Source: an optimization exercise on an open RTL-to-GDS flow (aim: small area). Production flows keep margins and buffers that such runs may drop.
RTL that was checked went through simulation tests only; none was proved equivalent to the original.
Function not checked in run 4: the RTL went through the layout flow alone.
Power figures rest on the tool's default switching activity, not on a simulated workload.

`flow/flow/run.sh`:
```
#!/bin/bash
# The standard ORFS layout (standard.sh), with these changes:
#  * synthesis maps the logic with an area-oriented ABC script
#    (flow/abc_area.script) instead of ORFS's speed script, and without the
#    half-adder cells, so that ABC maps the counters' decrementers itself;
#    the registers are mapped before ABC runs, so they are the standard
#    synthesis's;
#  * every port is still buffered, with sky130_fd_sc_hd__buf_1;
#  * the clock tree uses larger sink clusters and no dummy loads.
set -euo pipefail
here=$(pwd)
rm -rf "$here/orfs_scripts"
cp -r "$FLOW_HOME/scripts" "$here/orfs_scripts"
cp "$here/flow/abc_area.script" "$here/orfs_scripts/abc_speed.script"

# the platform's don't-use list, plus the half adders (synthesis only)
du=$(sed -n '/^export DONT_USE_CELLS += \\/,/^#/p' "$FLOW_HOME/platforms/sky130hd/config.mk" \
     | grep -o 'sky130_fd_sc_hd__[a-z0-9_]*' | tr '\n' ' ')
du="$du sky130_fd_sc_hd__ha_1 sky130_fd_sc_hd__ha_2 sky130_fd_sc_hd__ha_4"

export BUFFER_PORTS_ARGS="-buffer_cell sky130_fd_sc_hd__buf_1"
export CTS_ARGS="-sink_clustering_enable -repair_clock_nets -dont_use_dummy_load -buf_list sky130_fd_sc_hd__clkbuf_16 -sink_clustering_size 26 -sink_clustering_max_diameter 90"

bash standard.sh SCRIPTS_DIR="$here/orfs_scripts" DONT_USE_CELLS="$du" synth > "$here/synth.log" 2>&1
bash standard.sh > "$here/layout.log" 2>&1
```
`flow/flow/abc_area.script`:
```
&get -n
&st
&dch -f
&nf -R 1000 -p
&put
topo
stime -c
```
`flow/standard.sh`:
```
#!/bin/bash
# synth_recipe.tcl (not shown) runs the flow's synth.tcl, then flattens the netlist and writes it again
# the make line also repeats each setting of config.mk as NAME=value (left out here)
make -C /OpenROAD-flow-scripts/flow DESIGN_CONFIG=/design/flow/config.mk WORK_HOME=/design/flow/orfs CLKGATE_MAP_FILE= SYNTH_SCRIPT=/design/flow/synth_recipe.tcl "${@:-finish}"
```
`flow/config.mk`:
```
export PLATFORM = sky130hd
export DESIGN_NAME = prt_agc
export DESIGN_NICKNAME = prt_agc
export VERILOG_FILES = /design/flow/design.v
export SDC_FILE = /design/flow/constraint.sdc
export NUM_CORES = 4
export LEC_CHECK = 0
export CAP_MARGIN = 10
export CORE_MARGIN = 2
export CORE_UTILIZATION = 60
export SLEW_MARGIN = 10
```
`flow/constraint.sdc`:
```
create_clock -name core_clock -period 10.0 [get_ports {clk}]
set_input_delay 2.0000 -clock core_clock [delete_from_list [all_inputs] [get_ports {clk}]]
set_output_delay 2.0000 -clock core_clock [all_outputs]
set_load 0.01 [all_outputs]
```
`flow/design.v`:
```
module prt_agc (
    input  wire        clk,
    input  wire        rst,
    input  wire        bus_valid,
    input  wire        bus_wr,
    input  wire [7:0]  bus_addr,
    input  wire [31:0] bus_wdata,
    output reg  [31:0] bus_rdata,
    output wire        mem_req,
    output wire        mem_we,
    output wire [31:0] mem_addr,
    output wire [1:0]  mem_size,
    output wire [31:0] mem_wdata,
    input  wire        mem_ack,
    input  wire [31:0] mem_rdata,
    input  wire        cad_tick,
    input  wire        agc_tick,
    input  wire        cmp_in,
    output wire [5:0]  vref_code,
    output wire        ind_out,
    output wire        irq
);
    reg [31:0] tx_src, tx_dst, tx_count, tx_wrap;
    reg [1:0]  cfg_size;
    reg        cfg_exh;
    reg        armed, run, req, phase_wr, idle_pend;
    reg [31:0] off;
    reg [31:0] latch;           
    reg [31:0] cad_top, cad_cnt;
    reg        cad_ld;          
    reg        agc_en, agc_idle;
    reg [31:0] agc_top, agc_cnt;
    reg        agc_ld;          
    reg [5:0]  thr;
    reg        st_cmp, st_ind, st_mism;
    reg        if_done, if_tick, ien_done, ien_tick;
    reg [6:0]  err;
    function [31:0] dec32(input [31:0] a);
        integer i;
        reg o, g;
        begin
            o = 1'b0;
            g = 1'b0;
            for (i = 0; i < 32; i = i + 1) begin
                if (i % 4 == 0) begin
                    o = o | g;
                    g = 1'b0;
                end
                dec32[i] = !(a[i] ^ (o | g));
                g = g | a[i];
            end
        end
    endfunction
    function [31:0] add32(input [31:0] a, input [31:0] c);
        integer i, j;
        reg k, kb, gb, pb;
        reg [31:0] g, p;
        begin
            g = a & c;
            p = a ^ c;
            kb = 1'b0;
            for (i = 0; i < 32; i = i + 4) begin
                k = kb;
                gb = 1'b0;
                pb = 1'b1;
                for (j = i; j < i + 4; j = j + 1) begin
                    add32[j] = p[j] ^ k;
                    k = g[j] | (p[j] & k);
                    gb = g[j] | (p[j] & gb);
                    pb = pb & p[j];
                end
                kb = gb | (pb & kb);
            end
        end
    endfunction
    wire host_wr  = bus_valid && bus_wr;
    wire a_ok     = (bus_addr[1:0] == 2'b00);
    wire [4:0] ai = bus_addr[6:2];
    wire a_lo     = a_ok && !bus_addr[7] && !bus_addr[6];    
    wire a_hi     = a_ok && !bus_addr[7] &&  bus_addr[6] && (bus_addr[5:3] == 3'b000);  
    wire [31:0] wdm = bus_wdata & {32{!rst}};      
    wire w_src   = host_wr && a_lo && (ai[3:0] == 4'd0);
    wire w_dst   = host_wr && a_lo && (ai[3:0] == 4'd1);
    wire w_cfg   = host_wr && a_lo && (ai[3:0] == 4'd2);
    wire w_cnt   = host_wr && a_lo && (ai[3:0] == 4'd3);
    wire w_wrap  = host_wr && a_lo && (ai[3:0] == 4'd4);
    wire w_cmd   = host_wr && a_lo && (ai[3:0] == 4'd5);
    wire w_cadt  = host_wr && a_lo && (ai[3:0] == 4'd8);
    wire w_actl  = host_wr && a_lo && (ai[3:0] == 4'd10);
    wire w_agct  = host_wr && a_lo && (ai[3:0] == 4'd11);
    wire w_thr   = host_wr && a_lo && (ai[3:0] == 4'd13);
    wire w_if    = host_wr && a_lo && (ai[3:0] == 4'd15);
    wire w_ien   = host_wr && a_hi && !bus_addr[2];
    wire w_locked = host_wr && a_lo && !ai[3] && ((ai[2:0] <= 3'd4));
    wire [2:0] cmd = bus_wdata[2:0];
    wire cmd_arm   = w_cmd && (cmd == 3'b001);
    wire cmd_start = w_cmd && (cmd == 3'b010);
    wire cmd_stop  = w_cmd && (cmd == 3'b100);
    wire cmd_bad   = w_cmd && ((cmd[0] && cmd[1]) || (cmd[2] && (cmd[0] || cmd[1])));
    wire eng_fetch = !phase_wr && !idle_pend && req;
    wire busy      = phase_wr || idle_pend;
    assign mem_req   = busy || req;
    assign mem_we    = busy;
    assign mem_size  = cfg_size;
    assign mem_wdata = latch;
    wire fetch_go = eng_fetch && mem_ack;
    wire write_go = phase_wr && mem_ack;
    wire idle_go  = !phase_wr && idle_pend && mem_ack;
    wire [31:0] add_b = phase_wr ? {29'd0, cfg_size[1], cfg_size[0], !cfg_size[1] && !cfg_size[0]}
                                 : tx_src;
    wire [31:0] sum   = add32(off, add_b);
    assign mem_addr   = busy ? tx_dst : sum;
    wire cnt_hi0  = (tx_count[31:1] == 31'd0);
    wire cnt_one  = cnt_hi0 && tx_count[0];
    wire cnt_zero = cnt_hi0 && !tx_count[0];
    wire done     = armed && !cfg_exh && cnt_zero;
    wire exhaust  = write_go && cnt_one && !cfg_exh;
    wire off_clr  = rst || (sum == tx_wrap);
    wire run_e      = run && !exhaust;
    wire cad_step   = cad_tick && run_e;
    wire cad_zero   = (cad_cnt == 32'd0);
    wire cad_req    = cad_step && cad_zero && !(done || exhaust);
    wire req_e      = req && !fetch_go && !exhaust;
    wire cad_ovr    = cad_req && req_e;
    wire agc_step = agc_tick && agc_en;
    wire agc_zero = (agc_cnt == 32'd0);
    wire agc_fire = agc_step && agc_zero;
    wire agc_mism = (cmp_in != agc_idle);
    wire agc_load = w_actl && !agc_en && bus_wdata[0];
    wire cfg_valid = (cfg_size != 2'd3) &&
                     !(cfg_size[0] && (tx_src[0] || tx_dst[0] || tx_wrap[0])) &&
                     !(cfg_size[1] && ((|tx_src[1:0]) || (|tx_dst[1:0]) || (|tx_wrap[1:0]))) &&
                     (tx_wrap != 32'd0) && (cfg_exh || !cnt_zero);
    wire arm_ok   = cmd_arm && !armed && cfg_valid;
    wire start_ok = cmd_start && armed;
    wire [15:0] rs;
    genvar gi;
    generate
        for (gi = 0; gi < 16; gi = gi + 1) begin : g_rs
            assign rs[gi] = a_lo && (ai[3:0] == gi);
        end
    endgenerate
    wire rs_ien = a_hi && !bus_addr[2];
    wire rs_err = a_hi &&  bus_addr[2];
    wire [31:0] rd_val =
          ({32{rs[0]}}  & tx_src)
        | ({32{rs[1]}}  & tx_dst)
        | ({32{rs[2]}}  & {29'd0, cfg_exh, cfg_size})
        | ({32{rs[3]}}  & tx_count)
        | ({32{rs[4]}}  & tx_wrap)
        | ({32{rs[6]}}  & {27'd0, req, done, busy, run, armed})
        | ({32{rs[7]}}  & off)
        | ({32{rs[8]}}  & cad_top)
        | ({32{rs[9]  && cad_ld}} & cad_cnt)
        | ({32{rs[10]}} & {30'd0, agc_idle, agc_en})
        | ({32{rs[11]}} & agc_top)
        | ({32{rs[12] && agc_ld}} & agc_cnt)
        | ({32{rs[13]}} & {26'd0, thr})
        | ({32{rs[14]}} & {29'd0, st_mism, st_ind, st_cmp})
        | ({32{rs[15]}} & {30'd0, if_tick, if_done})
        | ({32{rs_ien}} & {30'd0, ien_tick, ien_done})
        | ({32{rs_err}} & {25'd0, err});
    always @(posedge clk)
        bus_rdata <= rd_val;
    always @(posedge clk) begin
        if (!phase_wr || mem_ack)
            latch <= mem_rdata & {32{fetch_go}};
        if (rst || (w_src && !armed))  tx_src  <= wdm;
        if (rst || (w_dst && !armed))  tx_dst  <= wdm;
        if (rst || (w_wrap && !armed)) tx_wrap <= wdm;
        if (rst || (w_cfg && !armed)) begin
            cfg_size <= wdm[1:0];
            cfg_exh  <= wdm[2];
        end
        if (rst || (w_cnt && !armed) || write_go)
            tx_count <= (armed && !rst) ? dec32(tx_count) : wdm;
        if (rst || write_go)
            off <= sum & {32{!off_clr}};
        if (rst || w_cadt) cad_top <= wdm;
        if (rst || w_agct) agc_top <= wdm;
        if (start_ok || cad_step)
            cad_cnt <= (start_ok || cad_zero) ? cad_top : dec32(cad_cnt);
        if (agc_load || agc_step)
            agc_cnt <= (agc_load || agc_zero) ? agc_top : dec32(agc_cnt);
    end
    always @(posedge clk) begin
        if (rst) begin
            armed     <= 1'b0;
            run       <= 1'b0;
            req       <= 1'b0;
            phase_wr  <= 1'b0;
            idle_pend <= 1'b0;
            cad_ld    <= 1'b0;
            agc_ld    <= 1'b0;
            agc_en    <= 1'b0;
            agc_idle  <= 1'b0;
            thr       <= 6'd32;
            st_cmp    <= 1'b0;
            st_ind    <= 1'b0;
            st_mism   <= 1'b0;
            if_done   <= 1'b0;
            if_tick   <= 1'b0;
            ien_done  <= 1'b0;
            ien_tick  <= 1'b0;
            err       <= 7'd0;
        end else begin
            armed     <= armed || arm_ok;
            phase_wr  <= phase_wr ? !mem_ack : fetch_go;
            idle_pend <= (idle_pend && !idle_go) || exhaust || arm_ok || (cmd_stop && armed);
            req       <= !cmd_stop && (req_e || cad_req);
            run       <= !cmd_stop && (run_e || start_ok);
            cad_ld    <= cad_ld || start_ok;
            agc_ld    <= agc_ld || agc_load;
            if (agc_fire) begin
                thr     <= agc_mism ? ((thr == 6'd63) ? thr : thr + 6'd1)
                                    : ((thr == 6'd0)  ? thr : thr - 6'd1);
                st_ind  <= !st_ind;
                st_cmp  <= cmp_in;
                st_mism <= agc_mism;
            end else if (w_thr && !agc_en) begin
                thr <= bus_wdata[5:0];
            end
            if (w_actl) begin
                agc_idle <= bus_wdata[1];
                agc_en   <= bus_wdata[0];
            end
            if (w_ien) begin
                ien_done <= bus_wdata[0];
                ien_tick <= bus_wdata[1];
            end
            if_done <= (if_done || exhaust)  && !(w_if && bus_wdata[0]);
            if_tick <= (if_tick || agc_fire) && !(w_if && bus_wdata[1]);
            err <= err | {w_thr && agc_en,
                          cmd_bad,
                          cad_ovr,
                          cmd_start && !armed,
                          w_locked && armed,
                          cmd_arm && armed,
                          cmd_arm && !armed && !cfg_valid};
        end
    end
    assign vref_code = thr;
    assign ind_out   = st_ind;
    assign irq       = (if_done && ien_done) || (if_tick && ien_tick);
endmodule
```
==> summary.txt, run 1 <==
Hold path
  • Hold path start: cad_ld
  • Hold Path Sink: cad_ld
  • Hold Path Class: reg -> reg
  • Hold depth: 2

STA
  • Post-Route Skew: 0.0263 ns
  • Min cycle time layout: 9.38 ns
  • Hold Vio Cnt, Final: 0
  • Slew @ Worst Pin: 1.15 ns
  • Final Worst Setup Slack: 0.621 ns
  • Worst slew margin: 0.232
  • Setup-failing EPs final: 0
  • Max Clk Rate: 0.107 GHz
  • Fin crit share: 0.938
  • Max Slew Vio Count: 0

Power and ir drop
  • Clock power share: 0.245
  • Comb power frac: 0.166
  • VDD IR-drop max: 0.213 mV
  • Int Pwr: 2.35 mW
  • Net switching power: 0.903 mW
  • Power Density: 164 nW/um^2
  • Leak Pwr: 6.61 nW
  • Sequential power share: 0.589
  • Switch share: 0.277

Final layout
  • Layout overhead on the synthesized area: 10.9%
  • Layout cells sized above 1: 0.0391
  • Final nets: 1819
  • Final Core Density: 0.674
  • Register Area: 10900 sq um
  • Fill count: 2328
  • Multi-input gate area: 6860 sq um
  • Diode count: 0

Synthesis
  • Synth async-reset ratio: 0
  • Post-synthesis xor/xnor area fraction: 0.0489
  • Ys flop type: edfxtp_1
  • Number of enable flip-flop cells after synthesis: 323
  • Mapped cell area: 17900 sq um
  • Compound-Gate Fraction of Synth Area: 0.142
  • Syn Inst Count: 1475
  • Syn_nets: 1580
  • Yosys warnings: 1
  • #FFs+latches synth: 384
  • Avg Inst Size Synth: 12.1 sq um
  • Seq/Total Area, Yosys: 0.610
  • Largest family of logic cells by synthesized area: compound AO/OA/AOI/OAI gates
  • Library cells used by synthesis: 49
  • Post-Synth Simple-Gate Area: 0.142
  • Post-synthesis mux area share: 0.0171
  • Adder-cell share of the synthesized area: 0.0291

Routing
  • DRT Wirelength: 53300 microns
  • Drt pass-1 iters: 9
  • Final ANT Viol Nets: 0
  • Initial DRC Count: 2364
  • DR WL/cell: 25.3 microns
  • Vias per cell: 6.70
  • DRC violations left: 0
  • Via count: 14100

Critical path
  • Worst path most repeated cell: fa_1
  • Worst path required time: 8.00 ns
  • FF-to-FF End: off[0]
  • R2R Setup Slk: 1.21 ns
  • Critical path fanouts, max: 6
  • WS Path Type: reg -> out
  • Reg-to-reg startpoint: cfg_size[1]
  • CP Launch Type: flip-flop
  • Slowest-stage cell, CP: fa_1
  • Crit end category: primary output
  • Arr. time, crit path: 7.38 ns
  • R2R depth: 32
  • Crit-path max cell delay: 0.48 ns

Placed design
  • Worst slack at placement: 1.10 ns
  • GPL Wtd Cong: 0.954
  • Port Buffers: 187
  • Detail Placement HPWL: 36800 microns

Clock network
  • Clk root buf: clkbuf_16
  • CTS Buf Count: 18
  • TritonCTS clock tree: done
  • H-tree Lvls: 1
  • Worst-path clk slew: 0.10 ns
  • Max Root-Sink Buffers: 3
  • Hold Buf Count CTS: 0
  • Clk Latency, worst-skew pair: 0.52 ns
  • Total clock sinks: 384

Floorplan
  • DIE AREA: 31200 sq um
  • Floorplan row count: 63
  • Core area: 29500 sq um
  • Ports: 188
  • Die Span Y: 177 microns
  • Initial Util: 0.607
  • Die W: 177 microns

Global routing
  • GRT Total Usage: 0.342
  • Largest net degree at the start of global routing: 52
  • Global route overflow: 0
  • Initial antenna violation count: 0
  • Vias in the first global route: 13400
  • First-pass GRT wire length: 79900 microns

Status
  • Status: no timing/DRC/antenna violations

Run
  • Total of max-cap violations: 0
power groups by stage:
stage	logic (mW)	clock network (mW)	registers [mW]
global placement	0.521	0	1.95
finish	0.540	0.798	1.92
floorplan	0.327	0	1.92
detailed placement	0.526	0	1.95
CTS	0.531	0.807	1.91
global route	0.586	0.857	1.93
per-layer routing:
metal | up-vias | global-route usage | part of all wire
met2 | 929 | 0.544 | 0.46
met1 | 6841 | 0.485 | 0.39
li1 | 6197 | - | -
met4 | 0 | 0.103 | 0.029
met3 | 112 | 0.0606 | 0.11
met5 | - | 0 | 0
registers in the layout, indices dropped and copies added, names as in the netlist, 2 cells and up:
| register | cells |
|---|---|
| cad_top | 32 |
| latch | 32 |
| thr | 6 |
| tx_src | 32 |
| err | 7 |
| tx_dst | 32 |
| cad_cnt | 32 |
| bus_rdata | 32 |
| tx_count | 32 |
| agc_top | 32 |
| cfg_size | 2 |
| tx_wrap | 32 |
| agc_cnt | 32 |
| off | 32 |
cell type report:
cell class,count,share of cell area
clock buffer,18,0.0227
inverter,52,0.00983
multi-input combinational,1039,0.346
sequential,384,0.550
tap,390,0.0246
timing repair buffer,219,0.0475
layout by cell type (no fill, tap or decap), types with 5 or more instances in the layout:
cell and instances:
nand2_1 96, nand4_1 10, fa_1 25, a31oi_1 26
o41ai_1 7, o22ai_1 5, a22oi_1 11, o21ai_0 79
a222oi_1 87, nor3_1 41, dfxtp_1 61, clkbuf_16 18
edfxtp_1 323, mux2i_1 8, and2_0 33, buf_4 32
a211oi_1 9, a21o_1 18, or2_0 5, xor2_1 37
mux2_1 20, clkinv_1 52, a21oi_1 70, buf_1 186
nor2b_1 52, xnor2_1 62, nand2b_1 12, nor2_1 157
or3_1 18, o21a_1 5, a22o_1 12, nor4_1 25
or4_1 6, o31ai_1 7, nand3_1 50
metrics by stage:
step	area, sq um	instances	hold slack [ns]	TNS [ns]	total power, mW
final	19900	2102	0.481	0	3.26
after global routing	19900	2102	0.522	-0.0110	3.37
after CTS	19800	2099	0.481	0	3.25
after detailed placement	19400	2081	0.461	0	2.48
after global placement	19400	2081	0.453	0	2.47
after floorplan	17900	1475	0.428	0	2.24
logic make-up after synthesis:
| logic type | after synthesis |
|---|---|
| AO/OA/AOI/OAI | 359 |
| XOR/XNOR | 100 |
| adder cells (fa/ha/maj) | 27 |
| buffers and inverters | 52 |
| flip-flops | 384 |
| multiplexers | 28 |
| AND/OR/NAND/NOR | 525 |
worst max-delay path: cells and delay by family (launching register included):
kind | cells | cell delay, ns
AOI/OAI and AO/OA | 13 | 2.10
xor gates and xnor gates | 2 | 0.37
adders and majority gates | 7 | 2.82
buffers and inverters | 2 | 0.33
DFF | 1 | 0.47
and+or+nand+nor | 3 | 0.77
worst max-delay path by stage:
stage,start,end,slack (ns)
after CTS,phase_wr,mem_addr[31],0.49
after global placement,cfg_size[1],mem_addr[31],1.20
final,cfg_size[1],mem_addr[31],0.62
after floorplan,phase_wr,mem_addr[31],1.60
after global routing,cfg_size[1],mem_addr[31],-0.01
after detailed placement,cfg_size[1],mem_addr[31],1.10
repair_timing:
item | in CTS | in global routing
endpoints found under the setup margin | 0 | 1
gates resized for setup | 0 | 3
buffers inserted | 0 | 3
hold endpoints to repair | 0 | 0
synthesized netlist by cell type (all sizes together) (20+ instances only):
cell    instances  share of area
nor4           27         0.0094
nand3          50          0.014
mux2           20          0.013
o21ai          80          0.022
nor2          162          0.034
xor2           37          0.018
fa             25          0.028
edfxtp        323           0.54
clkinv         52          0.011
nand2          96          0.020
xnor2          63          0.031
dfxtp          61          0.068
and2           33          0.012
nor2b          52          0.018
a31oi          26         0.0091
nor3           45          0.013
a222oi         87          0.049
a21oi          70          0.020
==> inputs of run 2 (changes only) <==
--- a/flow/flow/run.sh
+++ b/flow/flow/run.sh
@@ -21,3 +21,3 @@
 export BUFFER_PORTS_ARGS="-buffer_cell sky130_fd_sc_hd__buf_1"
-export CTS_ARGS="-sink_clustering_enable -repair_clock_nets -dont_use_dummy_load -buf_list sky130_fd_sc_hd__clkbuf_16 -sink_clustering_size 26 -sink_clustering_max_diameter 90"
+export CTS_ARGS="-sink_clustering_enable -repair_clock_nets -dont_use_dummy_load -buf_list sky130_fd_sc_hd__clkbuf_8 -sink_clustering_size 14 -sink_clustering_max_diameter 60"
 
--- a/flow/config.mk
+++ b/flow/config.mk
@@ -9,3 +9,3 @@
 export CORE_MARGIN = 2
-export CORE_UTILIZATION = 60
+export CORE_UTILIZATION = 40
 export SLEW_MARGIN = 10
==> run 2 against run 1 <==
Against the previous run:
- register-to-register slack worse by 0.12 ns
- critical path depth stayed put
- first-iteration DRC count is 4.6% lower
- critical endpoint unchanged
==> summary.txt, run 2 <==
Critical path
  • Worst path required time: 8.00 ns (about the same)
  • CP Launch Type: flip-flop
  • Arr. time, crit path: 7.42 ns (+0.04 ns)
  • Crit end category: primary output
  • Critical path fanouts, max: 5 (-1)
  • R2R Setup Slk: 1.09 ns (-0.12 ns)
  • FF-to-FF End: off[26]
  • WS Path Type: reg -> out
  • R2R depth: 32 (unchanged)
  • Reg-to-reg startpoint: cfg_size[0]

Clock network
  • Clk root buf: clkbuf_8
  • TritonCTS clock tree: done
  • Clk Latency, worst-skew pair: 0.63 ns (+0.11 ns)
  • CTS Buf Count: 39 (+21)
  • Hold Buf Count CTS: 0 (unchanged)
  • H-tree Lvls: 2 (+1)
  • Worst-path clk slew: 0.10 ns (about the same)
  • Total clock sinks: 384 (unchanged)
  • Max Root-Sink Buffers: 3 (unchanged)

STA
  • Max Clk Rate: 0.106 GHz (-0.42%)
  • Worst slew margin: 0.140 (-0.0917)
  • Min cycle time layout: 9.42 ns (+0.0399 ns)
  • Fin crit share: 0.942 (+0.00399)
  • Post-Route Skew: 0.0587 ns (+0.0324 ns)
  • RSZ-0062 raised after global routing: no
  • Slew @ Worst Pin: 1.28 ns (+0.131 ns)
  • Hold Vio Cnt, Final: 0 (unchanged)
  • Setup-failing EPs final: 0 (unchanged)
  • Hold WS: 0.492 ns (+0.0111 ns)
  • Max Slew Vio Count: 0 (unchanged)
  • Setup TNS: 0 ns (unchanged)

Floorplan
  • Floorplan row count: 77 (+22%)
  • DIE AREA: 46500 sq um (+49%)
  • Die W: 216 microns (+22%)
  • Initial Util: 0.405 (-0.202)
  • Die Span Y: 216 microns (+22%)
  • Ports: 188 (unchanged)
  • Core area: 44200 sq um (+50%)

Hold path
  • Hold Path Class: reg -> reg
  • Hold path start: err[0]
  • Hold depth: 2 (unchanged)
  • Hold Path Sink: err[0]

Global routing
  • GRT Total Usage: 0.244 (-0.0975)
  • Met1 Use GR: 0.336 (-0.149)
  • Vias in the first global route: 13400 (-0.17%)
  • Global route overflow: 0 (unchanged)
  • Initial antenna violation count: 0 (unchanged)
  • Met3 usage: 0.0414 (-0.0191)
  • Met2 usage: 0.398 (-0.145)
  • GR peak layer: met2
  • Largest net degree at the start of global routing: 64 (+23%)
  • First-pass GRT wire length: 85300 microns (+6.7%)

Synthesis
  • Number of enable flip-flop cells after synthesis: 323 (unchanged)
  • Area leader, netlist: edfxtp_1
  • Count leader, synth: edfxtp_1
  • Avg Inst Size Synth: 12.1 sq um (unchanged)
  • Syn Inst Count: 1475 (unchanged)
  • Synth top cells by count: edfxtp_1 (323), nor2_1 (162), nand2_1 (96)
  • Area contributors post-synth: edfxtp_1 (54%), dfxtp_1 (6.8%), a222oi_1 (4.9%)
  • Mapped cell area: 17900 sq um (unchanged)
  • Yosys top cell area share: 0.542 (unchanged)
  • Synth async-reset ratio: 0 (unchanged)
  • #FFs+latches synth: 384 (unchanged)
  • Syn_nets: 1580 (unchanged)
  • Ys flop type: edfxtp_1
  • Library cells used by synthesis: 49 (unchanged)
  • Yosys warnings: 1 (unchanged)
  • Seq/Total Area, Yosys: 0.610 (unchanged)

Final layout
  • Fill count: 4156 (+79%)
  • Most frequent cells in the layout: edfxtp_1 (323), buf_1 (186), nor2_1 (157)
  • Layout cells sized above 1: 0.0508 (+0.0117)
  • Layout overhead on the synthesized area: 12.8%
  • Final Core Density: 0.457 (-0.217)
  • Register Area: 10900 sq um (unchanged)
  • Commonest non-fill, non-tap cell in the layout: edfxtp_1
  • Multi-input gate area: 6880 sq um (+0.20%)
  • Final nets: 1838 (+1.0%)
  • Diode count: 0 (unchanged)

Power and ir drop
  • Power Density: 166 nW/um^2 (+1.2%)
  • Leak Pwr: 6.66 nW (+0.72%)
  • Sequential power share: 0.572 (-0.017)
  • Clock power share: 0.263 (+0.018)
  • Net switching power: 0.975 mW (+8.0%)
  • Switch share: 0.291 (+0.0136)
  • Int Pwr: 2.38 mW (+1.0%)
  • VDD IR-drop max: 0.105 mV (-50%)
  • Comb power frac: 0.165 (about the same)

Run
  • Total of max-cap violations: 0 (unchanged)

Routing
  • DR WL/cell: 24.7 microns (-2.4%)
  • Drt pass-1 iters: 9 (unchanged)
  • DRC violations left: 0 (unchanged)
  • Final ANT Viol Nets: 0 (unchanged)
  • Vias per cell: 6.03 (-10%)
  • DRT Wirelength: 57500 microns (+7.9%)
  • Via count: 14000 (-0.53%)
  • Initial DRC Count: 2255 (-4.6%)

Placed design
  • GPL Wtd Cong: 0.899 (-5.8%)
  • Detail Placement HPWL: 40300 microns (+9.4%)
  • Port Buffers: 187 (unchanged)

Status
  • Status: no timing/DRC/antenna violations
run 2: cell counts after synthesis:
Identical to the previous run, type by type.
run 2: worst max path at each step:
stage,from,endpoint
3_3_place_gp,cfg_size[1],mem_addr[31]
5_1_grt,cfg_size[0],mem_addr[31]
6_report,cfg_size[0],mem_addr[31]
2_1_floorplan,phase_wr,mem_addr[31]
4_1_cts,cfg_size[0],mem_addr[31]
3_5_place_dp,cfg_size[1],mem_addr[31]
run 2: area by class of cell:
type	count	share of cell area
Tap cell	592	0.0367
Clock buffer	39	0.0266
Timing Repair Buffer	217	0.0460
Multi-Input combinational cell	1039	0.340
Sequential cell	384	0.541
Inverter	52	0.00966
run 2: cell families after synthesis:
logic type / after synthesis / share of synthesized area
xor gates and xnor gates: 100 / 0.0489
AOI/OAI and AO/OA: 359 / 0.142
buffers and inverters: 52 / 0.0109
muxes: 28 / 0.0171
and+or+nand+nor: 525 / 0.142
adders and majority gates: 27 / 0.0291
DFF: 384 / 0.610
run 2: per-layer routing:
layer,wire length (microns),part of all wire
met1,24100,0.42
met2,27000,0.47
met3,4780,0.083
met4,1580,0.027
met5,0,0
run 2: critical path, cell delays in order, from the launching register on:
cell and delay, ns:
edfxtp_1 0.49, o21ai_0 0.19, o21ai_0 0.15, nand2b_1 0.19
fa_1 0.42, fa_1 0.43, fa_2 0.44, a21oi_1 0.17
a21oi_1 0.06, o221ai_1 0.08, a22o_1 0.21, maj3_1 0.17
a221oi_1 0.06, o2bb2ai_1 0.17, clkinv_1 0.13, o31a_1 0.37
nor4_1 0.29, a31o_1 0.24, a22oi_1 0.17, nor4_2 0.31
a21oi_1 0.09, fa_1 0.43, fa_1 0.43, fa_1 0.42
xor2_1 0.24, xnor2_2 0.13, o21ai_2 0.17, buf_1 0.17
run 2: through the flow:
| step | instances | power [mW] | setup slack [ns] | area (sq um) |
|---|---|---|---|---|
| 5_1_grt | 2323 | 3.48 | 0.0495 | 20200 |
| 3_3_place_gp | 2283 | 2.49 | 1.13 | 19600 |
| 3_5_place_dp | 2283 | 2.50 | 1.03 | 19600 |
| 4_1_cts | 2322 | 3.37 | 0.318 | 20200 |
| 6_report | 2323 | 3.35 | 0.581 | 20200 |
| 2_1_floorplan | 1475 | 2.24 | 1.60 | 17900 |
run 2: what timing repair did:
item / 4_1_cts / 5_1_grt
setup buffers: 0 / 1
resized for setup: 0 / 5
setup endpoints to repair: 0 / 1
run 2: power by group through the flow:
stage                     registers [mW]  clock network, mW  logic [mW]
after floorplan                     1.92                  0       0.327
after global placement              1.95                  0       0.541
after detailed placement            1.95                  0       0.545
after CTS                           1.92              0.908       0.549
after global routing                1.93              0.955       0.600
final                               1.92              0.881       0.553
==> inputs of run 3 (changes only) <==
--- a/flow/flow/run.sh
+++ b/flow/flow/run.sh
@@ -21,3 +21,3 @@
 export BUFFER_PORTS_ARGS="-buffer_cell sky130_fd_sc_hd__buf_1"
-export CTS_ARGS="-sink_clustering_enable -repair_clock_nets -dont_use_dummy_load -buf_list sky130_fd_sc_hd__clkbuf_8 -sink_clustering_size 14 -sink_clustering_max_diameter 60"
+export CTS_ARGS="-sink_clustering_enable -repair_clock_nets -dont_use_dummy_load -buf_list sky130_fd_sc_hd__clkbuf_16 -sink_clustering_size 30 -sink_clustering_max_diameter 60"
 
--- a/flow/config.mk
+++ b/flow/config.mk
@@ -9,3 +9,3 @@
 export CORE_MARGIN = 2
-export CORE_UTILIZATION = 40
+export CORE_UTILIZATION = 60
 export SLEW_MARGIN = 10
==> run 3 against run 2 <==
Against the previous run:
- area after synthesis unchanged
- synthesized cell count unchanged
- routed wire length decreased by 6.2%
- worst setup slack lost 0.012 ns
- combinational power fell by 2%
- sequential power is essentially flat
- worst hold slack got worse by 0.015 ns
- maximum frequency down 0.13%
- first-iteration DRC count is 3.5% higher
- final cell count shrank 8.9%
- utilization up 23 points
- via count up 0.97%
- largest cell class unchanged
==> summary.txt, run 3 <==
Routing
  • Vias per cell: 6.68 (+11%)
  • DRC violations left: 0 (unchanged)
  • Final ANT Viol Nets: 0 (unchanged)
  • Drt pass-1 iters: 9 (unchanged)
  • DR WL/cell: 25.5 microns (+3.0%)
  • DRT Wirelength: 53900 microns (-6.2%)
  • Via count: 14100 (+0.97%)
  • Initial DRC Count: 2335 (+3.5%)

Placed design
  • Placed cell areas: 19400 sq um (-1.3%)
  • GPL Wtd Cong: 0.954 (+6.2%)
  • Worst slack at placement: 1.10 ns (+0.0712 ns)
  • Detail Placement HPWL: 36800 microns (-8.6%)
  • Port Buffers: 187 (unchanged)

Synthesis
  • #FFs+latches synth: 384 (unchanged)
  • Number of enable flip-flop cells after synthesis: 323 (unchanged)
  • Syn_nets: 1580 (unchanged)
  • Ys flop type: edfxtp_1
  • Area contributors post-synth: edfxtp_1 (54%), dfxtp_1 (6.8%), a222oi_1 (4.9%)
  • Avg Inst Size Synth: 12.1 sq um (unchanged)
  • Area leader, netlist: edfxtp_1
  • Synth async-reset ratio: 0 (unchanged)
  • Mapped cell area: 17900 sq um (unchanged)
  • Seq/Total Area, Yosys: 0.610 (unchanged)
  • Yosys top cell area share: 0.542 (unchanged)
  • Synth top cells by count: edfxtp_1 (323), nor2_1 (162), nand2_1 (96)
  • Count leader, synth: edfxtp_1
  • Yosys warnings: 1 (unchanged)
  • Syn Inst Count: 1475 (unchanged)
  • Library cells used by synthesis: 49 (unchanged)

Clock network
  • Hold Buf Count CTS: 0 (unchanged)
  • Clk root buf: clkbuf_16
  • Total clock sinks: 384 (unchanged)
  • Clk Latency, worst-skew pair: 0.60 ns (-0.03 ns)
  • Max Root-Sink Buffers: 3 (unchanged)
  • CTS Buf Count: 31 (-21%)
  • H-tree Lvls: 1 (-1)
  • Worst-path clk slew: 0.08 ns (-0.02 ns)
  • TritonCTS clock tree: done

STA
  • Max Slew Vio Count: 0 (unchanged)
  • Min cycle time layout: 9.43 ns (+0.0118 ns)
  • Max Clk Rate: 0.106 GHz (-0.13%)
  • Setup-failing EPs final: 0 (unchanged)
  • Hold WS: 0.477 ns (-0.0155 ns)
  • Slew @ Worst Pin: 1.18 ns (-0.106 ns)
  • Final Worst Setup Slack: 0.570 ns (-0.0118 ns)
  • Worst slew margin: 0.215 (+0.0752)
  • Post-Route Skew: 0.0648 ns (+0.00608 ns)
  • Setup TNS: 0 ns (unchanged)
  • Fin crit share: 0.943 (+0.00118)
  • Hold Vio Cnt, Final: 0 (unchanged)

Global routing
  • Met2 usage: 0.545 (+0.147)
  • Largest net degree at the start of global routing: 52 (-19%)
  • Vias in the first global route: 13600 (+1.3%)
  • First-pass GRT wire length: 80500 microns (-5.6%)
  • GRT Total Usage: 0.344 (+0.0996)
  • Global route overflow: 0 (unchanged)
  • Met3 usage: 0.0631 (+0.0217)
  • Initial antenna violation count: 1 (+1)
  • GR peak layer: met2
  • Met1 Use GR: 0.483 (+0.147)

Floorplan
  • Die Span Y: 177 microns (-18%)
  • Initial Util: 0.607 (+0.202)
  • Core area: 29500 sq um (-33%)
  • Die W: 177 microns (-18%)
  • Ports: 188 (unchanged)
  • DIE AREA: 31200 sq um (-33%)
  • Floorplan row count: 63 (-18%)

Critical path
  • Crit path capture: mem_addr[31]
  • WP buf/inv: 2 (unchanged)
  • WS Path Type: reg -> out
  • Slowest-stage cell, CP: fa_1
  • Reg-to-reg startpoint: cfg_size[1]
  • FF-to-FF End: off[7]
  • Crit end category: primary output
  • Worst path required time: 8.00 ns (about the same)
  • R2R Setup Slk: 1.19 ns (+0.10 ns)
  • Worst path depth: 27 (unchanged)
  • Setup crit start: cfg_size[1]
  • Critical path fanouts, max: 6 (+1)
  • R2R depth: 32 (unchanged)
  • Largest delay share family, worst path: adder cells
  • Arr. time, crit path: 7.43 ns (about the same)
  • Worst path most repeated cell: fa_1
  • Crit-path max cell delay: 0.50 ns (about the same)
  • CP Launch Type: flip-flop

Power and ir drop
  • Net switching power: 0.960 mW (-1.5%)
  • Overall Power: 3.53 mW (+5.3%)
  • VDD IR-drop max: 0.174 mV (+65%)
  • Power Density: 175 nW/um^2 (+5.4%)
  • Comb power frac: 0.154 (-0.011)
  • Leak Pwr: 6.77 nW (+1.7%)
  • Int Pwr: 2.57 mW (+8.1%)
  • Sequential power share: 0.544 (-0.028)
  • Clock power share: 0.302 (+0.039)
  • Switch share: 0.272 (-0.0189)

Final layout
  • Layout overhead on the synthesized area: 12.8% (about the same)
  • Design area: 20200 sq um (about the same)
  • Final nets: 1832 (-0.33%)
  • Layout cells sized above 1: 0.0464 (-0.00446)
  • Most frequent cells in the layout: edfxtp_1 (323), buf_1 (186), nor2_1 (157)
  • Commonest non-fill, non-tap cell in the layout: edfxtp_1

Run
  • Total of max-cap violations: 0 (unchanged)

Status
  • Status: no timing/DRC/antenna violations

Hold path
  • Hold Path Class: reg -> reg
run 3: layer usage:
metal / wire length (microns) / vias up / part of all wire
li1: - / 6233 / -
met1: 21100 / 6853 / 0.39
met2: 24700 / 936 / 0.46
met3: 6260 / 119 / 0.12
met4: 1850 / 0 / 0.034
met5: 0 / - / 0
run 3: cells by family after synthesis:
logic type / Yosys count / share of synthesized area
AND/OR/NAND/NOR: 525 / 0.142
adder cells (fa/ha/maj): 27 / 0.0291
AO/OA/AOI/OAI: 359 / 0.142
multiplexers: 28 / 0.0171
XOR/XNOR: 100 / 0.0489
buffers and inverters: 52 / 0.0109
flip-flops: 384 / 0.610
run 3: per-stage QoR:
stage               std cells  utilization
CTS                      2112        0.684
detailed placement       2081        0.657
floorplan                1475            -
finish                   2116        0.685
global placement         2081        0.657
global route             2115        0.685
run 3: final cells by class:
class | count | area (sq um)
clock buffer | 31 | 776
inverter | 52 | 195
tap | 390 | 488
multi-input combinational | 1039 | 6860
timing repair buffer | 219 | 943
sequential | 384 | 10900
antenna | 1 | 2.50
fill | 2285 | 9290
run 3: what timing repair did:
item                                    CTS  global route
gates resized for setup                   0             3
endpoints found under the hold margin     0             0
endpoints found under the setup margin    0             1
setup buffers                             0             3
run 3: how the worst min path moves through the flow:
| stage | cells after the start | start | slack [ns] | to |
|---|---|---|---|---|
| 6_report | 2 | err[3] | 0.48 | err[3] |
| 5_1_grt | 2 | ien_done | 0.51 | ien_done |
| 4_1_cts | 2 | err[3] | 0.47 | err[3] |
| 3_5_place_dp | 2 | err[1] | 0.46 | err[1] |
| 3_3_place_gp | 2 | err[2] | 0.45 | err[2] |
| 2_1_floorplan | 2 | cad_ld | 0.43 | cad_ld |
run 3: power by group through the flow:
| stage | combinational, mW | clock [mW] | sequential, mW |
|---|---|---|---|
| CTS | 0.532 | 1.08 | 1.92 |
| finish | 0.542 | 1.07 | 1.92 |
| global route | 0.586 | 1.12 | 1.93 |
| floorplan | 0.327 | 0 | 1.92 |
| global placement | 0.521 | 0 | 1.95 |
| detailed placement | 0.526 | 0 | 1.95 |
run 3: worst min-delay path, delay by kind of cell, from the launching register on:
family	cells	cell delay [ns]
DFF	1	0.32
and+or+nand+nor	2	0.12
==> inputs of run 4 (changes only) <==
--- a/flow/design.v
+++ b/flow/design.v
@@ -25,3 +25,3 @@
     reg        cfg_exh;
-    reg        armed, run, req, phase_wr, idle_pend;
+    reg        armed, run, done, req, phase_wr, idle_pend;
     reg [31:0] off;
@@ -39,13 +39,8 @@
         integer i;
-        reg o, g;
+        reg b;
         begin
-            o = 1'b0;
-            g = 1'b0;
+            b = 1'b1;
             for (i = 0; i < 32; i = i + 1) begin
-                if (i % 4 == 0) begin
-                    o = o | g;
-                    g = 1'b0;
-                end
-                dec32[i] = !(a[i] ^ (o | g));
-                g = g | a[i];
+                dec32[i] = a[i] ^ b;
+                b = b & !a[i];
             end
@@ -54,20 +49,9 @@
     function [31:0] add32(input [31:0] a, input [31:0] c);
-        integer i, j;
-        reg k, kb, gb, pb;
-        reg [31:0] g, p;
+        integer i;
+        reg k;
         begin
-            g = a & c;
-            p = a ^ c;
-            kb = 1'b0;
-            for (i = 0; i < 32; i = i + 4) begin
-                k = kb;
-                gb = 1'b0;
-                pb = 1'b1;
-                for (j = i; j < i + 4; j = j + 1) begin
-                    add32[j] = p[j] ^ k;
-                    k = g[j] | (p[j] & k);
-                    gb = g[j] | (p[j] & gb);
-                    pb = pb & p[j];
-                end
-                kb = gb | (pb & kb);
+            k = 1'b0;
+            for (i = 0; i < 32; i = i + 1) begin
+                add32[i] = a[i] ^ c[i] ^ k;
+                k = (a[i] & c[i]) | (k & (a[i] ^ c[i]));
             end
@@ -112,6 +96,3 @@
     assign mem_addr   = busy ? tx_dst : sum;
-    wire cnt_hi0  = (tx_count[31:1] == 31'd0);
-    wire cnt_one  = cnt_hi0 && tx_count[0];
-    wire cnt_zero = cnt_hi0 && !tx_count[0];
-    wire done     = armed && !cfg_exh && cnt_zero;
+    wire cnt_one  = (tx_count == 32'd1);
     wire exhaust  = write_go && cnt_one && !cfg_exh;
@@ -132,32 +113,31 @@
                      !(cfg_size[1] && ((|tx_src[1:0]) || (|tx_dst[1:0]) || (|tx_wrap[1:0]))) &&
-                     (tx_wrap != 32'd0) && (cfg_exh || !cnt_zero);
+                     (tx_wrap != 32'd0) && (cfg_exh || tx_count != 32'd0);
     wire arm_ok   = cmd_arm && !armed && cfg_valid;
     wire start_ok = cmd_start && armed;
-    wire [15:0] rs;
-    genvar gi;
-    generate
-        for (gi = 0; gi < 16; gi = gi + 1) begin : g_rs
-            assign rs[gi] = a_lo && (ai[3:0] == gi);
-        end
-    endgenerate
-    wire rs_ien = a_hi && !bus_addr[2];
-    wire rs_err = a_hi &&  bus_addr[2];
-    wire [31:0] rd_val =
-          ({32{rs[0]}}  & tx_src)
-        | ({32{rs[1]}}  & tx_dst)
-        | ({32{rs[2]}}  & {29'd0, cfg_exh, cfg_size})
-        | ({32{rs[3]}}  & tx_count)
-        | ({32{rs[4]}}  & tx_wrap)
-        | ({32{rs[6]}}  & {27'd0, req, done, busy, run, armed})
-        | ({32{rs[7]}}  & off)
-        | ({32{rs[8]}}  & cad_top)
-        | ({32{rs[9]  && cad_ld}} & cad_cnt)
-        | ({32{rs[10]}} & {30'd0, agc_idle, agc_en})
-        | ({32{rs[11]}} & agc_top)
-        | ({32{rs[12] && agc_ld}} & agc_cnt)
-        | ({32{rs[13]}} & {26'd0, thr})
-        | ({32{rs[14]}} & {29'd0, st_mism, st_ind, st_cmp})
-        | ({32{rs[15]}} & {30'd0, if_tick, if_done})
-        | ({32{rs_ien}} & {30'd0, ien_tick, ien_done})
-        | ({32{rs_err}} & {25'd0, err});
+    reg [31:0] rd_val;
+    always @(*) begin
+        rd_val = 32'd0;
+        if (a_lo) begin
+            case (ai[3:0])
+                4'd0:  rd_val = tx_src;
+                4'd1:  rd_val = tx_dst;
+                4'd2:  rd_val = {29'd0, cfg_exh, cfg_size};
+                4'd3:  rd_val = tx_count;
+                4'd4:  rd_val = tx_wrap;
+                4'd6:  rd_val = {27'd0, req, done, busy, run, armed};
+                4'd7:  rd_val = off;
+                4'd8:  rd_val = cad_top;
+                4'd9:  rd_val = cad_cnt & {32{cad_ld}};
+                4'd10: rd_val = {30'd0, agc_idle, agc_en};
+                4'd11: rd_val = agc_top;
+                4'd12: rd_val = agc_cnt & {32{agc_ld}};
+                4'd13: rd_val = {26'd0, thr};
+                4'd14: rd_val = {29'd0, st_mism, st_ind, st_cmp};
+                4'd15: rd_val = {30'd0, if_tick, if_done};
+                default: rd_val = 32'd0;
+            endcase
+        end else if (a_hi) begin
+            rd_val = bus_addr[2] ? {25'd0, err} : {30'd0, ien_tick, ien_done};
+        end
+    end
     always @(posedge clk)
@@ -189,2 +169,3 @@
             run       <= 1'b0;
+            done      <= 1'b0;
             req       <= 1'b0;
@@ -207,3 +188,3 @@
             armed     <= armed || arm_ok;
-            phase_wr  <= phase_wr ? !mem_ack : fetch_go;
+            phase_wr  <= (phase_wr && !mem_ack) || fetch_go;
             idle_pend <= (idle_pend && !idle_go) || exhaust || arm_ok || (cmd_stop && armed);
@@ -211,2 +192,3 @@
             run       <= !cmd_stop && (run_e || start_ok);
+            done      <= done || exhaust;
             cad_ld    <= cad_ld || start_ok;
==> flow/run.sh (new file) <==
#!/bin/bash
# synth_recipe.tcl (not shown) runs the flow's synth.tcl, then flattens the netlist and writes it again
# the make line also repeats each setting of config.mk as NAME=value (left out here)
make -C /OpenROAD-flow-scripts/flow DESIGN_CONFIG=/design/flow/config.mk WORK_HOME=/design/flow/orfs CLKGATE_MAP_FILE= SYNTH_SCRIPT=/design/flow/synth_recipe.tcl finish
--- a/flow/config.mk
+++ b/flow/config.mk
@@ -7,5 +7,5 @@
 export LEC_CHECK = 0
-export CAP_MARGIN = 10
+export CAP_MARGIN = 20
 export CORE_MARGIN = 2
-export CORE_UTILIZATION = 60
-export SLEW_MARGIN = 10
+export CORE_UTILIZATION = 40
+export SLEW_MARGIN = 20
removed: flow/flow/run.sh
removed: flow/flow/abc_area.script
removed: flow/standard.sh
==> run 4 against run 3 <==
Against the previous run:
- now fails the layout checks on negative setup slack
- sequential cell count up 1
- routed wire length up 12%
- cell area up 18%
- worst setup slack worse by 5.2 ns
- final cell count up 19%
- clock skew down 0.035 ns
- non-clock buffer count up 60
- sequential power about the same
- power up 20%
- utilization down 18 points
- global-route usage down 10 points
- synthesized cell count up 11%
- critical path type unchanged
- largest cell class unchanged
- largest power group unchanged
==> summary.txt, run 4 <==
Status
  • Status: finished with violations
  • Fail Reasons: negative setup slack

Floorplan
  • DIE AREA: 49700 sq um (+59%)
  • Initial Util: 0.404 (-0.204)
  • Die W: 223 microns (+26%)
  • Ports: 188 (unchanged)
  • Floorplan row count: 80 (+27%)
  • Core area: 47500 sq um (+61%)
  • Die Span Y: 223 microns (+26%)

Routing
  • DR WL met2: 25200 microns (+1.7%)
  • DRT Wirelength: 60200 microns (+12%)
  • Max layer used: met5
  • DRC violations left: 0 (unchanged)
  • Drt pass-1 iters: 5 (-4)
  • Via count: 14000 (-0.65%)
  • DR WL/cell: 23.9 microns (-6.3%)
  • Initial DRC Count: 1718 (-26%)
  • Final ANT Viol Nets: 0 (unchanged)
  • DRT met1 WL: 27200 microns (+29%)
  • Vias per cell: 5.57 (-17%)
  • Met3 wire length: 6050 microns (-3.3%)

STA
  • Max Slew Vio Count: 0 (unchanged)
  • Worst slew margin: 0.420 (+0.205)
  • RSZ-0062 raised after global routing: yes
  • Slew @ Worst Pin: 0.864 ns (-0.313 ns)
  • Final Worst Setup Slack: -4.62 ns (-5.19 ns)
  • Setup-failing EPs final: 48 (+48)
  • Hold Vio Cnt, Final: 0 (unchanged)
  • Max Clk Rate: 0.0684 GHz (-35%)
  • Post-Route Skew: 0.0300 ns (-0.0349 ns)
  • Min cycle time layout: 14.62 ns (+5.19 ns)
  • Fin crit share: 1.46 (+0.519)

Global routing
  • Vias in the first global route: 13700 (+0.81%)
  • Largest net degree at the start of global routing: 68 (+31%)
  • First-pass GRT wire length: 89100 microns (+11%)
  • Global route overflow: 0 (unchanged)
  • GRT Total Usage: 0.242 (-0.102)
  • Initial antenna violation count: 3 (+2)

Critical path
  • Slowest-stage cell, CP: fa_2
  • Crit-path max cell delay: 0.41 ns (-0.09 ns)
  • Critical path fanouts, max: 2 (-4)
  • WS Path Type: reg -> out
  • Worst path most repeated cell: fa_2
  • Arr. time, crit path: 12.62 ns (+5.19 ns)
  • Crit end category: primary output
  • CP Launch Type: flip-flop
  • Worst path required time: 8.00 ns (about the same)

Clock network
  • Clk root buf: clkbuf_16
  • H-tree Lvls: 2 (+1)
  • Total clock sinks: 385 (+0.26%)
  • Clk Latency, worst-skew pair: 0.58 ns (-0.02 ns)
  • Max Root-Sink Buffers: 3 (unchanged)
  • Worst-path clk slew: 0.06 ns (-0.02 ns)
  • TritonCTS clock tree: done
  • CTS Buf Count: 44 (+42%)
  • Hold Buf Count CTS: 0 (unchanged)

Run
  • Total of max-cap violations: 0 (unchanged)

Placed design
  • GPL Wtd Cong: 0.903 (-5.3%)
  • Port Buffers: 187 (unchanged)
  • DP Cell Count: 2428 (+17%)
  • Detail Placement HPWL: 44000 microns (+19%)
  • Worst slack at placement: -4.38 ns (-5.48 ns)

Synthesis
  • Syn Inst Count: 1635 (+11%)
  • Post-Synth Simple-Gate Area: 0.120 (-0.0216)
  • Mapped cell area: 19200 sq um (+7.2%)
  • Number of enable flip-flop cells after synthesis: 323 (unchanged)
  • Ys flop type: edfxtp_1
  • Yosys top cell area share: 0.505 (-0.0363)
  • Syn_nets: 1842 (+17%)
  • Post-synthesis mux area share: 0.0250 (+0.00798)
  • Adder-cell share of the synthesized area: 0.0954 (+0.0664)
  • Largest family of logic cells by synthesized area: simple AND/OR/NAND/NOR gates
  • Seq/Total Area, Yosys: 0.570 (-0.0399)
  • Post-synthesis xor/xnor area fraction: 0.0201 (-0.0288)
  • Library cells used by synthesis: 68 (+39%)
  • Yosys warnings: 1 (unchanged)
  • #FFs+latches synth: 385 (+0.26%)
  • Avg Inst Size Synth: 11.7 sq um (-3.3%)
  • Synth top cells by count: edfxtp_1 (323), inv_1 (163), nand2_1 (117)
  • Count leader, synth: edfxtp_1
  • Synth async-reset ratio: 0 (unchanged)
  • Compound-Gate Fraction of Synth Area: 0.118 (-0.0244)
  • Area contributors post-synth: edfxtp_1 (51%), dfxtp_1 (6.5%), ha_1 (6.3%)
  • Area leader, netlist: edfxtp_1

Final layout
  • Most frequent cells in the layout: edfxtp_1 (323), clkdlybuf4s50_1 (173), inv_1 (160)
  • Layout cells sized above 1: 0.126 (+0.0796)
  • Final nets: 2081 (+14%)
  • Final Non-Filler Cells: 2521 (+19%)
  • Commonest non-fill, non-tap cell in the layout: edfxtp_1
  • Fill count: 4213 (+84%)
  • Layout overhead on the synthesized area: 23.9%

Power and ir drop
  • Leak Pwr: 9.05 nW (+34%)
  • VDD IR-drop max: 0.102 mV (-41%)
  • Power Density: 178 nW/um^2 (+1.7%)
  • Overall Power: 4.23 mW (+20%)

Hold path
  • Hold Path Class: reg -> reg
## run 4: changes by cell type after synthesis, moves of 33 or more
cell / previous run / this run
inv_1: 0 / 163
ha_1: 0 / 96
a222oi_1: 87 / 30
clkbuf_1: 0 / 57
clkinv_1: 52 / 0
nor2_1: 162 / 111
xnor2_1: 63 / 15
a21oi_1: 70 / 23
and2_1: 0 / 34
and2_0: 33 / 0
## run 4: cell families after synthesis
logic type	Yosys count
and+or+nand+nor	458
DFF	385
AOI/OAI and AO/OA	325
buffers and inverters	249
adders and majority gates	128
muxes	46
xor gates and xnor gates	44
## run 4: final timing paths
path | from | endpoint | slack, ns | depth (start not counted)
worst max-delay path | cfg_size[0] | mem_addr[31] | -4.62 | 40
worst min-delay path | err[2] | bus_rdata[2] | 0.47 | 2
worst max register to register | cfg_size[0] | off[9] | -2.97 | 45
worst min register to register | err[2] | bus_rdata[2] | 0.47 | 2
## run 4: cell type report
cell class,instances,area [sq um],share of cell area
Clock buffer,69,1280,0.0539
Inverter,163,612,0.0257
Sequential cell,385,10900,0.460
Antenna cell,1,2.50,0.000105
Timing Repair Buffer,279,2600,0.110
Clock inverter,8,70.1,0.00295
Tap cell,615,769,0.0324
Multi-Input combinational cell,1001,7490,0.315
## run 4: per-layer routing
layer	global-route usage	vias to the layer above
met1	0.365	6821
met5	0	-
met2	0.340	648
met4	0.0747	4
li1	-	6480
met3	0.0595	96
## run 4: timing repair
item,CTS,global route
pin swaps,5,2
setup buffers,9,3
gates resized for setup,58,3
endpoints found under the setup margin,48,49
cloned,2,1
## run 4: power breakdown
part           internal, mW  switching, mW  total, mW
registers              1.84         0.0769       1.92
clock network         0.903          0.648       1.55
logic                 0.359          0.403      0.762
## run 4: worst max-delay path: cells and delay by family (launching register included)
family,cells,cell delay (ns)
AO/OA/AOI/OAI,1,0.19
XOR/XNOR,2,0.30
adder cells (fa/ha/maj),31,10.58
buffers and inverters,4,0.32
flip-flops,1,0.38
multiplexers,1,0.17
AND/OR/NAND/NOR,1,0.13
## run 4: stage by stage
stage	util	TNS, ns	hold slack, ns	instance area (sq um)
after detailed placement	0.468	-123.97	0.455	22300
after global routing	0.500	-145.80	0.495	23800
after floorplan	-	-97.55	0.426	19400
after CTS	0.499	-129.68	0.455	23700
final	0.500	-130.80	0.474	23800
after global placement	0.468	-122.45	0.445	22300

==> static timing again, ports no longer ideal <==
No port has a modelled driver above. Below, the same layouts with a new extraction and two added sets of constraints. Step 1: set_driving_cell puts a clkbuf_16 on clk and a buf_2 on each other input, an assumption about the parent block. Step 2 moves the port delays by t, midway between the first and last clock arrival at a register: inputs arrive t later, outputs are due t later. That takes back most of the time a late clock gives input paths. Slacks: ideal / step 1 / step 2; pairs: ideal / step 1.
run	shift t [ns]	setup slack, ns	latest minus earliest clock arrival (ns)	worst slew at a driven data input, ns	pins driven straight from the clock port
run 1	0.562	0.621 / 0.570 / 1.132	0.027 / 0.026	0.04	1
run 2	0.649	0.581 / 0.530 / 1.092	0.059 / 0.059	0.07	1
run 3	0.617	0.570 / 0.518 / 1.134	0.065 / 0.065	0.04	1
run 4	0.620	-4.620 / -4.674 / -4.054	0.031 / 0.030	0.06	1
